Source: an optimization exercise on an open RTL-to-GDS flow (aim: small area, a short achievable clock period and few clock cycles per item). Production flows keep margins and buffers that such runs may drop. Function was checked by simulation only, so behaviour that the tests miss may differ from the original.

== build 80 ==
// adsb_encoder
module adsb_encoder (
    input  wire         clk,
    input  wire         rst,
    input  wire         in_valid,
    output wire         in_ready,
    input  wire [1:0]   op,
    input  wire [23:0]  icao,
    input  wire [2:0]   ca,
    input  wire [4:0]   tc,
    input  wire [1:0]   ss,
    input  wire         nicsb,
    input  wire         tbit,
    input  wire         surface,
    input  wire [31:0]  alt,       
    input  wire [31:0]  lat,       
    input  wire [31:0]  lon,       
    input  wire [63:0]  name,      
    input  wire [87:0]  msg,       
    output wire         out_valid,
    input  wire         out_ready,
    output wire [111:0] frame_e,   
    output wire [111:0] frame_o,
    output wire [7:0]   diag,
    output wire [23:0]  crc,
    output wire         err
);
Size in the first run: ~3900 cells after synthesis, about 550 I/O pins, about 33000 um^2 of cells after synthesis.
Settings: LEC_CHECK=0, CAP_MARGIN=20, CORE_MARGIN=2, CORE_UTILIZATION=40, PLACE_DENSITY=0.6, SLEW_MARGIN=20; clock period 34.0 ns.
standard.sh (not shown) runs the stock make flow with config.mk's settings and CLKGATE_MAP_FILE= SYNTH_SCRIPT=/design/flow/synth_recipe.tcl, a recipe that flattens the netlist after the stock synthesis.
==> flow/flow/run.sh <==
#!/bin/bash
# The standard layout (standard.sh: ORFS synthesis to final layout, unchanged),
# with the port buffers that global placement inserts on every input and output
# made from sky130_fd_sc_hd__buf_1 instead of the cell buffer_ports picks by
# default (clkdlybuf4s50_1, a delay cell of 2.7 times the area and about 0.4 ns more
# delay). Every port still gets its own buffer.
set -euo pipefail
export BUFFER_PORTS_ARGS="-buffer_cell sky130_fd_sc_hd__buf_1"
bash standard.sh finish > standard_flow.log 2>&1
Testbench counts of build 80, summed over its fixed seeds: cycles 1,928, items 1,920.
Edits applied to the flow inputs when going from build 80 to build 21:
- changing CAP_MARGIN from 20 to 40
- changing SLEW_MARGIN from 20 to 60
From build 80 to build 21 the numbers moved as follows: share of final-layout standard cells stronger than drive strength 1 shows an increase of 2.0 points; share of the core filled with cells rose 0.81 points; share of cell area taken by muxes after synthesis held; headroom to the max-slew limit rose 37 points; global-route wire length before repair climbed 1700 um. Build 21: PASS, flow complete, no timing, DRC or antenna violations. Critical path depth (build 21 over build 80): increase, 6. On mean routed wirelength per cell, build 21 and build 80 are basically level. Build 21 vs. build 80: sum of routed wire length over all layers shows an increase of 0.37%, data-path buffer share of cell area in the final layout higher.
Relative to build 21, the following input files were edited for build 18:
- SLEW_MARGIN: 60 -> 20
- CAP_MARGIN: 40 -> 20
- PLACE_DENSITY: 0.6 -> 0.75
- CORE_UTILIZATION: 40 -> 55
==> flow/flow/run.sh <==
#!/bin/bash
# The standard layout (standard.sh: ORFS synthesis to final layout, unchanged),
# with the port buffers that global placement inserts on every input and output
# made from sky130_fd_sc_hd__buf_2 instead of the cell buffer_ports picks by
# default (clkdlybuf4s50_1, a delay cell of twice the area and about 0.4 ns more
# delay). Every port still gets its own buffer.
set -euo pipefail
export BUFFER_PORTS_ARGS="-buffer_cell sky130_fd_sc_hd__buf_2"
bash standard.sh finish > standard_flow.log 2>&1
### Flow results
The run with more routed wire is build 21, not build 18. Build 18: global-route usage is 7.4 points higher than what build 21 reported. Build 18 ends up with lower timing-limited maximum frequency than build 21 does.
diff inputs: build 18 => build 53
- changing CORE_UTILIZATION from 55 to 40
- changing SLEW_MARGIN from 20 to 75
- changing PLACE_DENSITY from 0.75 to 0.6
==> flow/flow/run.sh <==
#!/bin/bash
# The standard layout (standard.sh: ORFS synthesis to final layout, unchanged),
# with the port buffers that global placement inserts on every input and output
# made from sky130_fd_sc_hd__buf_1 instead of the cell buffer_ports picks by
# default (clkdlybuf4s50_1, a delay cell of 2.7 times the area and about 0.4 ns more
# delay). Every port still gets its own buffer.
set -euo pipefail
export BUFFER_PORTS_ARGS="-buffer_cell sky130_fd_sc_hd__buf_1"
bash standard.sh finish > standard_flow.log 2>&1
--- outcome ---
Side by side, largest driver fanout on the critical path turned out lower in build 53 than in build 18.
Multi-input gate share of the layout cell area, build 53 and build 18: smaller value in build 53
Of the two values seen for cell at the slowest stage of the critical path, sky130_fd_sc_hd__inv_1 was produced by build 18 and sky130_fd_sc_hd__fa_1 by build 53.
Number of standard cells in the layout, taps in and fillers out: build 53 higher than build 18
Critical path depth: build 53 < build 18
Build 53 vs build 18: via count of the routed design up
[compare] base=build 18 new=build 53: clock skew increased by 0.0033 ns relative to the old numbers, worst setup slack went up, portion of the clock cycle consumed by the worst path in the final layout saw a decrease, synthesis-to-layout area growth grew by 11 points.
Against build 18, build 53 reports a fmax that is higher.
Edits applied to the flow inputs when going from build 53 to build 19:
- a change of SLEW_MARGIN from 75 to 20
==> flow/flow/run.sh <==
#!/bin/bash
# The standard layout (standard.sh: ORFS synthesis to final layout, unchanged),
# with the port buffers that global placement inserts on every input and output
# made from sky130_fd_sc_hd__buf_2 instead of the cell buffer_ports picks by
# default (clkdlybuf4s50_1, a delay cell of twice the area and about 0.4 ns more
# delay). Every port still gets its own buffer.
set -euo pipefail
export BUFFER_PORTS_ARGS="-buffer_cell sky130_fd_sc_hd__buf_2"
bash standard.sh finish > standard_flow.log 2>&1
## What came out
Fraction of met3 tracks used by global routing, build 53 and build 19, higher one = build 19.
Build 19 vs build 53 — routing usage on met1 dropped 0.57 points.
Compared to build 53, build 19 reaches a lower achievable clock.
Run comparison: build 53 endpoint of the most critical setup path frame_o[12]; build 19 endpoint of the most critical setup path frame_o[14]
Build 53 has a lower minimum period implied by the final worst setup slack than build 19.
Cmp build 53 and build 19 / met3 wire length / lower: build 53
The die footprint on build 19 is in line with that on build 53.
Diff build 53 -> build 19: peak per-stage delay on the critical path increased by 0.17 ns relative to the old numbers, final design area excluding fillers saw a decrease.
As of build 19, first-pass GRT wire length had fallen by a few percent compared to build 53.


Starting RTL as in the previous note.
## adsb_encoder
module adsb_encoder (
    input  wire         clk,
    input  wire         rst,
    input  wire         in_valid,
    output wire         in_ready,
    input  wire [1:0]   op,
    input  wire [23:0]  icao,
    input  wire [2:0]   ca,
    input  wire [4:0]   tc,
    input  wire [1:0]   ss,
    input  wire         nicsb,
    input  wire         tbit,
    input  wire         surface,
    input  wire [31:0]  alt,       
    input  wire [31:0]  lat,       
    input  wire [31:0]  lon,       
    input  wire [63:0]  name,      
    input  wire [87:0]  msg,       
    output wire         out_valid,
    input  wire         out_ready,
    output wire [111:0] frame_e,   
    output wire [111:0] frame_o,
    output wire [7:0]   diag,
    output wire [23:0]  crc,
    output wire         err
);
    localparam [1:0] OP_POS = 2'd0, OP_ID = 2'd1;
    wire [8:0]  alt_z;
    adsb_alt_a u_alt_a (.alt(alt), .z(alt_z));
    wire [31:0] la = surface ? {lat[27:0], 4'd0} : lat;
    wire [31:0] lo = surface ? {lon[27:0], 4'd0} : lon;
    wire [5:0]  nl_base;
    wire        nl_past, nl_far;
    adsb_nl u_nl (.lat(lat), .base(nl_base), .past(nl_past), .far(nl_far));
    wire [16:0] yz_e, yz_o;
    adsb_cpr_lat u_lat (.la(la), .yz_e(yz_e), .yz_o(yz_o));
    wire [5:0]  nl_base_m1 = nl_base - 6'd1;
    wire [5:0]  nl = nl_past ? nl_base_m1 : nl_base;    
    function [6:0] char_code(input [7:0] ch);
        begin
            if (ch >= 8'h30 && ch <= 8'h39)
                char_code = {1'b0, ch[5:0]};
            else if ((ch >= 8'h41 && ch <= 8'h5A) || (ch >= 8'h61 && ch <= 8'h7A))
                char_code = {2'b00, ch[4:0]};
            else if (ch == 8'h5F)
                char_code = {1'b0, 6'd32};
            else
                char_code = {1'b1, 6'd32};
        end
    endfunction
    reg [47:0] id_chars;
    reg [7:0]  id_diag;
    integer i;
    always @* begin
  ...
clock: 34.0 ns
lec_check: 0
cap_margin: 20
core_margin: 2
core_utilization: 40
place_density: 0.6
slew_margin: 60
==> flow/flow/run.sh <==
#!/bin/bash
# The standard layout (standard.sh: ORFS synthesis to final layout, unchanged),
# with the port buffers that global placement inserts on every input and output
# made from sky130_fd_sc_hd__buf_2 instead of the cell buffer_ports picks by
# default (clkdlybuf4s50_1, a delay cell of twice the area and about 0.4 ns more
# delay). Every port still gets its own buffer.
set -euo pipefail
export BUFFER_PORTS_ARGS="-buffer_cell sky130_fd_sc_hd__buf_2"
bash standard.sh finish > standard_flow.log 2>&1
Testbench counts at the start, summed over its fixed seeds: cycles 1,928, items 1,920.
Then changed:
==> flow/flow/run.sh (replaced) <==
#!/bin/bash
# The standard layout (standard.sh: ORFS synthesis to final layout, unchanged),
# with the port buffers that global placement inserts on every input and output
# made from sky130_fd_sc_hd__buf_1 instead of the cell buffer_ports picks by
# default (clkdlybuf4s50_1, a delay cell of 2.7 times the area and about 0.4 ns more
# delay). Every port still gets its own buffer.
set -euo pipefail
export BUFFER_PORTS_ARGS="-buffer_cell sky130_fd_sc_hd__buf_1"
bash standard.sh finish > standard_flow.log 2>&1
Effect:
- cell count is about the same
- synthesized cell count does not change
- register-to-register slack is worse by 0.16 ns
- routed wire length went up by 1.3%
- synthesized area stays the same


== old ==
adsb_encoder again, from the RTL that the note above started with.
// adsb_encoder
module adsb_encoder (
    input  wire         clk,
    input  wire         rst,
    input  wire         in_valid,
    output wire         in_ready,
    input  wire [1:0]   op,
    input  wire [23:0]  icao,
    input  wire [2:0]   ca,
    input  wire [4:0]   tc,
    input  wire [1:0]   ss,
    input  wire         nicsb,
    input  wire         tbit,
    input  wire         surface,
    input  wire [31:0]  alt,       
    input  wire [31:0]  lat,       
    input  wire [31:0]  lon,       
    input  wire [63:0]  name,      
    input  wire [87:0]  msg,       
    output wire         out_valid,
    input  wire         out_ready,
    output wire [111:0] frame_e,   
    output wire [111:0] frame_o,
    output wire [7:0]   diag,
    output wire [23:0]  crc,
    output wire         err
);
    localparam [1:0] OP_POS = 2'd0, OP_ID = 2'd1;
    wire [8:0]  alt_z;
    adsb_alt_a u_alt_a (.alt(alt), .z(alt_z));
    wire [31:0] la = surface ? {lat[27:0], 4'd0} : lat;
    wire [31:0] lo = surface ? {lon[27:0], 4'd0} : lon;
    wire [5:0]  nl_base;
    wire        nl_past, nl_far;
    adsb_nl u_nl (.lat(lat), .base(nl_base), .past(nl_past), .far(nl_far));
    wire [16:0] yz_e, yz_o;
    adsb_cpr_lat u_lat (.la(la), .yz_e(yz_e), .yz_o(yz_o));
    wire [5:0]  nl_base_m1 = nl_base - 6'd1;
    wire [5:0]  nl = nl_past ? nl_base_m1 : nl_base;    
    function [6:0] char_code(input [7:0] ch);
        begin
            if (ch >= 8'h30 && ch <= 8'h39)
                char_code = {1'b0, ch[5:0]};
            else if ((ch >= 8'h41 && ch <= 8'h5A) || (ch >= 8'h61 && ch <= 8'h7A))
                char_code = {2'b00, ch[4:0]};
            else if (ch == 8'h5F)
                char_code = {1'b0, 6'd32};
            else
                char_code = {1'b1, 6'd32};
        end
    endfunction
    reg [47:0] id_chars;
    reg [7:0]  id_diag;
    integer i;
    always @* begin
        for (i = 0; i < 8; i = i + 1)
            {id_diag[i], id_chars[47 - 6*i -: 6]} = char_code(name[63 - 8*i -: 8]);
    end
    wire        is_pos = (op == OP_POS);
    wire [31:0] hdr = {5'd17, ca, icao};
    wire [87:0] m_d  = is_pos ? {hdr, tc, ss, nicsb, alt[11:0], tbit, lo[17], yz_e, lo[16:0]} :
  ...
export LEC_CHECK = 0
export CAP_MARGIN = 20
export CORE_MARGIN = 2
export CORE_UTILIZATION = 40
export PLACE_DENSITY = 0.6
export SLEW_MARGIN = 55
create_clock -name core_clock -period 34.0 [get_ports {clk}]
==> flow/flow/run.sh <==
#!/bin/bash
# The standard layout (standard.sh: ORFS synthesis to final layout, unchanged),
# with the port buffers that global placement inserts on every input and output
# made from sky130_fd_sc_hd__buf_1 instead of the cell buffer_ports picks by
# default (clkdlybuf4s50_1, a delay cell of 2.7 times the area and about 0.4 ns more
# delay). Every port still gets its own buffer.
set -euo pipefail
export BUFFER_PORTS_ARGS="-buffer_cell sky130_fd_sc_hd__buf_1"
bash standard.sh finish > standard_flow.log 2>&1
Looking at the reports, old completed the entire flow and the layout it produced met the timing, DRC and antenna checks.
Testbench counts of old, summed over its fixed seeds: cycles 1,928, items 1,920.
[inputs] new vs old
- changing SLEW_MARGIN from 55 to 50
### Flow results
Buffering overhead: new vs old, no meaningful difference. [new] via count of the first global-routing pass fell about 0.6% relative to old. Detailed-placement wirelength estimate: old vs new, no meaningful difference. Compared to old, new leaves more free space in the core. Any difference in global-route wire length before repair between new and old is small enough to ignore. old → new: area of the placeable core closely matched the old numbers; fmax closely matched the old numbers; number of vias per cell decreased by 0.49% relative to the old numbers. new: PASS, flow complete, no timing, DRC or antenna violations. Per the comparison of new with old, sequential portion of the cell area shows no meaningful change; number of antenna diodes increased by 3 relative to the old numbers.

==> port drivers added, routing unchanged <==
How much do the figures lean on ideal ports? The routed layouts below were timed once more, with nothing changed but the port constraints.
Step 1, drivers: a clkbuf_16 drives clk and a buf_2 each remaining input, both assumed.
Step 2 times the ports against the registers' clock, not the clock port: input delays grow and output delays shrink by t, the midpoint of the rising clock arrivals with the driver on.
Slacks: no drivers / after step 1 / after step 2; pairs: no drivers / after step 1.
run | shift t [ns] | slack for setup (ns) | worst setup path after step 2 | clock arrival spread, ns
build 80 | 0.537 | 19.443 / 19.380 / 19.189 | input to register | 0.021 / 0.020
build 21 | 0.544 | 19.751 / 19.692 / 19.406 | input to register | 0.018 / 0.018
build 18 | 0.550 | 19.155 / 19.198 / 18.648 | input to register | 0.019 / 0.019
build 53 | 0.541 | 19.563 / 19.496 / 19.883 | input to register | 0.016 / 0.016
build 19 | 0.546 | 19.479 / 19.410 / 19.050 | input to register | 0.015 / 0.015
the first run of note 2 | 0.539 | 19.767 / 19.701 / 19.465 | input to register | 0.016 / 0.016
the second run of note 2 | 0.544 | 19.751 / 19.692 / 19.406 | input to register | 0.018 / 0.018
old | 0.544 | 19.778 / 19.713 / 19.410 | input to register | 0.017 / 0.017
new | 0.536 | 19.743 / 19.685 / 19.261 | input to register | 0.021 / 0.021
After both steps every run listed still meets setup and hold. The setup slack of build 18, which loses most, moves by +0.043 ns with the drivers and by -0.507 ns with both steps.
